This design comes from an exercise in tuning for small area, a short achievable clock period and few clock cycles per item on the open sky130 flow, not from production work. Only simulation tests tie the RTL to the original design; equivalence was not proved. Power and IR drop assume default switching activity.

## rev 12
Design can_frame_parser, start of the top module:
module can_frame_parser (
    input  wire        clk,
    input  wire        rst,
    input  wire        in_valid,
    output wire        in_ready,
    input  wire [10:0] in_id,
    input  wire [3:0]  in_dlc,
    input  wire [63:0] in_data,
    output wire        rd_valid,
    input  wire        rd_ready,
    output wire        rd_last,
    output reg  [7:0]  rd_field,
    output reg  [1:0]  rd_kind,
    output wire [16:0] rd_raw,
    output reg  [1:0]  rd_scale,
    output wire [55:0] rd_text,
    output wire [2:0]  rd_textlen,
    output wire        tx_valid,
    output wire [10:0] tx_id,
    output wire [3:0]  tx_dlc,
    output wire [63:0] tx_data,
    output wire        done,
    output reg  [5:0]  fault_bits,
    output wire [15:0] fault_count
);
    localparam [1:0] SEL_IDLE = 2'd0, SEL_A = 2'd1, SEL_B = 2'd2, SEL_C = 2'd3;
    localparam [1:0] K_NUM = 2'd0, K_ONOFF = 2'd1, K_LABEL = 2'd2, K_TEXT = 2'd3;
    localparam [4:0] P_NONE = 5'd0, P_282 = 5'd1, P_381 = 5'd2, P_382 = 5'd3,
                     P_481 = 5'd4, P_A1 = 5'd6, P_A3 = 5'd7,
                     P_B1 = 5'd8, P_C2 = 5'd9, P_C4 = 5'd10, P_C5 = 5'd11,
                     P_C6 = 5'd12, P_C8 = 5'd13, P_C9 = 5'd14, P_C14 = 5'd15,
                     P_OS0 = 5'd16;   
    reg [1:0]  sel;
    reg [3:0]  line;           
    reg        upload;
    reg        carry_valid;
    reg [7:0]  carry_byte;     
    reg [15:0] fc;
    assign fault_count = fc;
    reg        em;             
    reg        zd;             
    reg        eml;            
    reg        skip1;          
    reg        txp;            
    reg [1:0]  tx_code;
    reg        cst;            
    reg [2:0]  tlen;
    reg [55:0] dat;            
    wire [7:0] d1 = dat[7:0],   d2 = dat[15:8],  d3 = dat[23:16], d4 = dat[31:24];
    wire [7:0] d5 = dat[39:32], d6 = dat[47:40], d7 = dat[55:48];
    localparam [1:0] H_NEXT = 2'd0, H_ZERO = 2'd2, H_SEXT = 2'd3;
    function [23:0] desc(input [4:0] plan, input [2:0] idx);
        reg [2:0] k;
        reg [1:0] hm;
  ...
For scale: ~130 flip-flops, about 280 I/O pins, roughly 9100 um^2 of cells after synthesis.
clock: 6.0 ns
lec_check: 0
cap_margin: 20
core_margin: 2
core_utilization: 35
place_density: 0.6
setup_slack_margin: 2.5
slew_margin: 20
standard.sh (not shown) runs the stock make flow with config.mk's settings and CLKGATE_MAP_FILE= SYNTH_SCRIPT=/design/flow/synth_recipe.tcl, a recipe that flattens the netlist after the stock synthesis.
==> flow/flow/run.sh <==
#!/bin/bash
# Standard ORFS layout with fast port buffers and free cell resizing:
#  - ports are buffered with buf_2 instead of the default delay-buffer cell
#  - the resizer may swap a cell for any cell of the same function
#    (MATCH_CELL_FOOTPRINT=0), not only same-footprint ones.
set -euo pipefail
bash standard.sh MATCH_CELL_FOOTPRINT=0 \
  "BUFFER_PORTS_ARGS=-buffer_cell sky130_fd_sc_hd__buf_2" \
  finish > standard.log 2>&1
Testbench counts of rev 12, summed over its fixed seeds: cycles 35,159, frames 20,000.
What rev 13 does differently from rev 12 at the input level:
Settings: SETUP_SLACK_MARGIN changed from 2.5 to 2.0.
==> summary.txt <==
- In the flow results for rev 13 and rev 12, the hold slack is larger on rev 12.
- On share of the clock period used by the worst path after layout, the lower figure sits with rev 12, not rev 13.
- On worst-case vdd ir drop: between rev 13 and rev 12, it ends up lower for rev 12.
- Looking only at first-iteration DRC count, and setting everything else aside, the higher value of rev 13 and rev 12 goes to rev 13.
- Diff rev 13 and rev 12: post-DP HPWL lower in rev 13
- Relative to rev 12, number of antenna diodes increased by 1 in rev 13.
- Initial antenna violation count (higher): rev 13
- Diff rev 12 -> rev 13 | total routing resource utilization after global routing | decrease of 1.4 points
- Total power: higher on rev 13

* * *

build 33:
can_frame_parser, a different RTL version from the one above (not shown whole).
For scale: roughly 1,200 cells after synthesis, roughly 280 I/O pins, about 10,000 um2 of cells after synthesis.
export LEC_CHECK = 0
export CAP_MARGIN = 20
export CORE_MARGIN = 2
export CORE_UTILIZATION = 40
export PLACE_DENSITY = 0.6
export SLEW_MARGIN = 20
create_clock -name core_clock -period 6.0 [get_ports {clk}]
run.sh (not shown) runs the stock make flow with config.mk's settings and CLKGATE_MAP_FILE= SYNTH_SCRIPT=/design/flow/synth_recipe.tcl, a recipe that flattens the netlist after the stock synthesis.
Stock flow here: none of the scripts above is used.
Testbench counts of build 33, summed over its fixed seeds: cycles 35,159, frames 20,000.
Input changes introduced in build 48 (baseline for comparison: build 33):
- ABC_AREA newly set to 1
[summary]
- Summary of build 48 over build 33: largest stage delay on the critical path went down by 0.06 ns, final routed wire length divided by cell count went down about 13%, arrival time reported for the critical path endpoint went down.
- Build 48 completed end to end with timing, DRC and antenna clean.
- Diff build 33 -> build 48: starting density of the core now sits higher; wire length of the first global-routing pass went up.
Setup changes, build 48 to build 22
- putting SETUP_SLACK_MARGIN at 2 where nothing was set
- clearing ABC_AREA, which used to be 1
==> flow/flow/run.sh (new file) <==
#!/bin/bash
# Standard ORFS layout with fast port buffers and free cell resizing:
#  - ports are buffered with buf_2 instead of the default delay-buffer cell
#  - the resizer may swap a cell for any cell of the same function
#    (MATCH_CELL_FOOTPRINT=0), not only same-footprint ones.
set -euo pipefail
bash standard.sh MATCH_CELL_FOOTPRINT=0 \
  "BUFFER_PORTS_ARGS=-buffer_cell sky130_fd_sc_hd__buf_2" \
  finish > standard.log 2>&1
==> flow/standard.sh (new file) <==
#!/bin/bash
# synth_recipe.tcl (not shown) runs the flow's synth.tcl, then flattens the netlist and writes it again
# the make line also repeats each setting of config.mk as NAME=value (left out here)
make -C /OpenROAD-flow-scripts/flow DESIGN_CONFIG=/design/flow/config.mk WORK_HOME=/design/flow/orfs CLKGATE_MAP_FILE= SYNTH_SCRIPT=/design/flow/synth_recipe.tcl "${@:-finish}"
removed: flow/run.sh
### Flow results
- Higher placeable core region was reported by build 48, not build 22.
- Internal cell power, build 22 and build 48, lower one = build 48.
- Cell area | build 22 vs build 48 | build 22 larger
- Going from build 48 to build 22, power of the combinational group now sits lower; aggregate global-route resource usage now sits higher; sum of routed wire length over all layers now sits higher.
- Site row count, build 22 and build 48, lower one = build 22.
- Taking build 48 as the reference point, the synthesized instance count of build 22 falls by 22%.
- Build 22: area of the die about 5% below build 48

* * *

Another version of the RTL of can_frame_parser (not shown whole).
Size: roughly 920 cells after synthesis, ~130 flip-flops, about 280 I/O pins, roughly 0.0090 sq mm of cells after synthesis.
==> flow/design.v (excerpt) <==
module can_frame_parser (
    input  wire        clk,
    input  wire        rst,
    input  wire        in_valid,
    output wire        in_ready,
    input  wire [10:0] in_id,
    input  wire [3:0]  in_dlc,
    input  wire [63:0] in_data,
    output wire        rd_valid,
    input  wire        rd_ready,
    output wire        rd_last,
    output wire [7:0]  rd_field,
    output reg  [1:0]  rd_kind,
    output wire [16:0] rd_raw,
    output reg  [1:0]  rd_scale,
    output wire [55:0] rd_text,
    output wire [2:0]  rd_textlen,
    output wire        tx_valid,
    output wire [10:0] tx_id,
    output wire [3:0]  tx_dlc,
    output wire [63:0] tx_data,
    output wire        done,
    output reg  [5:0]  fault_bits,
    output wire [15:0] fault_count
);
==> flow/config.mk <==
export PLATFORM = sky130hd
export DESIGN_NAME = can_frame_parser
export DESIGN_NICKNAME = can_frame_parser
export VERILOG_FILES = /design/flow/design.v
export SDC_FILE = /design/flow/constraint.sdc
export NUM_CORES = 4
export LEC_CHECK = 0
export CAP_MARGIN = 20
export CORE_MARGIN = 2
export CORE_UTILIZATION = 35
export PLACE_DENSITY = 0.6
export SETUP_SLACK_MARGIN = 2.0
export SLEW_MARGIN = 20
==> flow/constraint.sdc <==
create_clock -name core_clock -period 6.0 [get_ports {clk}]
set_input_delay 1.2000 -clock core_clock [delete_from_list [all_inputs] [get_ports {clk}]]
set_output_delay 1.2000 -clock core_clock [all_outputs]
set_load 0.01 [all_outputs]
standard.sh (not shown) runs the stock make flow with config.mk's settings and CLKGATE_MAP_FILE= SYNTH_SCRIPT=/design/flow/synth_recipe.tcl, a recipe that flattens the netlist after the stock synthesis.
==> flow/flow/run.sh <==
#!/bin/bash
# Standard ORFS layout with fast port buffers and free cell resizing:
#  - ports are buffered with buf_2 instead of the default delay-buffer cell
#  - the resizer may swap a cell for any cell of the same function
#    (MATCH_CELL_FOOTPRINT=0), not only same-footprint ones.
set -euo pipefail
bash standard.sh MATCH_CELL_FOOTPRINT=0 \
  "BUFFER_PORTS_ARGS=-buffer_cell sky130_fd_sc_hd__buf_2" \
  finish > standard.log 2>&1
The first run completed with no timing, DRC or antenna violations.
Testbench counts at the start, summed over its fixed seeds: cycles 35,159, frames 20,000.
Edit:
--- a/flow/config.mk
+++ b/flow/config.mk
@@ -9,4 +9,4 @@
 export CORE_MARGIN = 2
-export CORE_UTILIZATION = 35
-export PLACE_DENSITY = 0.6
+export CORE_UTILIZATION = 50
+export PLACE_DENSITY = 0.75
 export SETUP_SLACK_MARGIN = 2.0
- power shrinks by about 0.7%
- first-iteration DRC count fell by 20%
- count of clock-buffer cells in the layout is lower by 1
- core utilization rises by 17 points
- cell area falls by about 1.3%
- die area decreases by 29%
- clock skew came out lower by 0.0065 ns
- global-route usage climbs by 6.8 points
- fmax falls by 1.1%
- clock power hardly moves
- area after synthesis does not change

* * *

Setup of cedar:
Another version of the RTL of can_frame_parser (not shown whole).
Size in the first run: roughly 890 cells after synthesis.
Settings: LEC_CHECK=0, CAP_MARGIN=20, CORE_MARGIN=2, CORE_UTILIZATION=35, CTS_BUF_LIST=sky130_fd_sc_hd__clkbuf_8, CTS_CLUSTER_DIAMETER=150, CTS_CLUSTER_SIZE=40, PLACE_DENSITY=0.6, SETUP_SLACK_MARGIN=2.75, SLEW_MARGIN=20; clock period 6.0 ns.
==> flow/flow/run.sh <==
#!/bin/bash
# Standard ORFS layout with fast port buffers and free cell resizing:
#  - ports are buffered with buf_1 instead of the default delay-buffer cell
#  - the resizer may swap a cell for any cell of the same function
#    (MATCH_CELL_FOOTPRINT=0), not only same-footprint ones.
set -euo pipefail
bash standard.sh MATCH_CELL_FOOTPRINT=0 \
  "BUFFER_PORTS_ARGS=-buffer_cell sky130_fd_sc_hd__buf_1" \
  finish > standard.log 2>&1
The final layout from cedar, which completed every stage, passed the timing, design-rule and antenna checks at the end of the flow.
Testbench counts of cedar, summed over its fixed seeds: cycles 35,159, frames 20,000.
#### Input delta (juniper over cedar)
# cedar
export LEC_CHECK = 0
export CAP_MARGIN = 20
export CORE_MARGIN = 2
export CORE_UTILIZATION = 35
export CTS_BUF_LIST = sky130_fd_sc_hd__clkbuf_8
export CTS_CLUSTER_DIAMETER = 150
export CTS_CLUSTER_SIZE = 40
export PLACE_DENSITY = 0.6
export SETUP_SLACK_MARGIN = 2.75
export SLEW_MARGIN = 20
create_clock -name core_clock -period 6.0 [get_ports {clk}]
# juniper
export LEC_CHECK = 0
export CAP_MARGIN = 20
export CORE_MARGIN = 2
export CORE_UTILIZATION = 35
export CTS_BUF_LIST = sky130_fd_sc_hd__clkbuf_8
export CTS_CLUSTER_DIAMETER = 150
export CTS_CLUSTER_SIZE = 40
export PLACE_DENSITY = 0.6
export SETUP_SLACK_MARGIN = 2.5
export SLEW_MARGIN = 20
create_clock -name core_clock -period 6.0 [get_ports {clk}]
--- outcome ---
juniper ran to completion and came out clean on the timing, design-rule and antenna checks. cedar -> juniper: final weighted congestion of routability-driven global placement decreased by a few percent. cedar -> juniper: detailed route wirelength on metal2 decreased by a few percent. After detailed routing, cedar needs more wire than juniper. Compared juniper against cedar; total of clock buffers placed in the layout within noise. Fraction of area in clock buffers and inverters for juniper: 0.79 points up relative to cedar. juniper vs cedar: time the final worst path needs with I/O delays and setup up.
Relative to juniper, the following input files were edited for lagoon:
# juniper
export LEC_CHECK = 0
export CAP_MARGIN = 20
export CORE_MARGIN = 2
export CORE_UTILIZATION = 35
export CTS_BUF_LIST = sky130_fd_sc_hd__clkbuf_8
export CTS_CLUSTER_DIAMETER = 150
export CTS_CLUSTER_SIZE = 40
export PLACE_DENSITY = 0.6
export SETUP_SLACK_MARGIN = 2.5
export SLEW_MARGIN = 20
create_clock -name core_clock -period 6.0 [get_ports {clk}]
# lagoon
export LEC_CHECK = 0
export CAP_MARGIN = 20
export CORE_MARGIN = 2
export CORE_UTILIZATION = 35
export CTS_BUF_LIST = sky130_fd_sc_hd__clkbuf_8
export CTS_CLUSTER_DIAMETER = 150
export CTS_CLUSTER_SIZE = 40
export PLACE_DENSITY = 0.6
export SETUP_SLACK_MARGIN = 2.25
export SLEW_MARGIN = 20
create_clock -name core_clock -period 6.0 [get_ports {clk}]
[summary]
Delta(signed area change from the synthesized netlist to the final layout, lagoon - juniper) < 0
juniper -> lagoon: synthesized area divided by synthesized cell count delta 0, exact match
Looking at wire length, lagoon sits 0.97% below juniper.
Number of global-route vias before repair down about 0.9% in lagoon wrt juniper
Diff juniper..lagoon | sum of internal, switching and leakage power | negligible
Compared with juniper, lagoon instantiates a smaller number of standard cells.

==> what the ideal ports hide <==
No port has a modelled driver above. Below, the same layouts with a new extraction and two added sets of constraints.
Step 1 assumes that a clkbuf_16 drives the clock port and a buf_2 every other input.
Step 2 moves the port delays by t, midway between the first and last clock arrival at a register: inputs arrive t later, outputs are due t later. That takes back most of the time a late clock gives input paths.
a / b / c = ideal / step 1 / step 2; a / b = the first two.
run | t (ns) | slack for setup (ns) | worst data-port slew with drivers (ns)
rev 12 | 0.475 | 2.368 / 2.368 / 2.044 | 0.07
rev 13 | 0.469 | 2.173 / 2.126 / 1.918 | 0.07
build 33 | 0.462 | 0.352 / 0.304 / 0.466 | 0.06
build 48 | 0.473 | 0.377 / 0.328 / 0.187 | 0.06
build 22 | 0.464 | 1.698 / 1.649 / 1.274 | 0.06
the first run of note 3 | 0.472 | 2.365 / 2.318 / 1.934 | 0.07
the second run of note 3 | 0.466 | 2.326 / 2.281 / 1.917 | 0.07
cedar | 0.502 | 2.514 / 2.470 / 2.324 | 0.06
juniper | 0.502 | 2.482 / 2.438 / 2.079 | 0.07
lagoon | 0.501 | 2.417 / 2.374 / 1.935 | 0.07
After both steps setup and hold are still met in every run listed. The setup slack of lagoon, which loses most, moves by -0.043 ns with the drivers and by -0.482 ns with both steps.
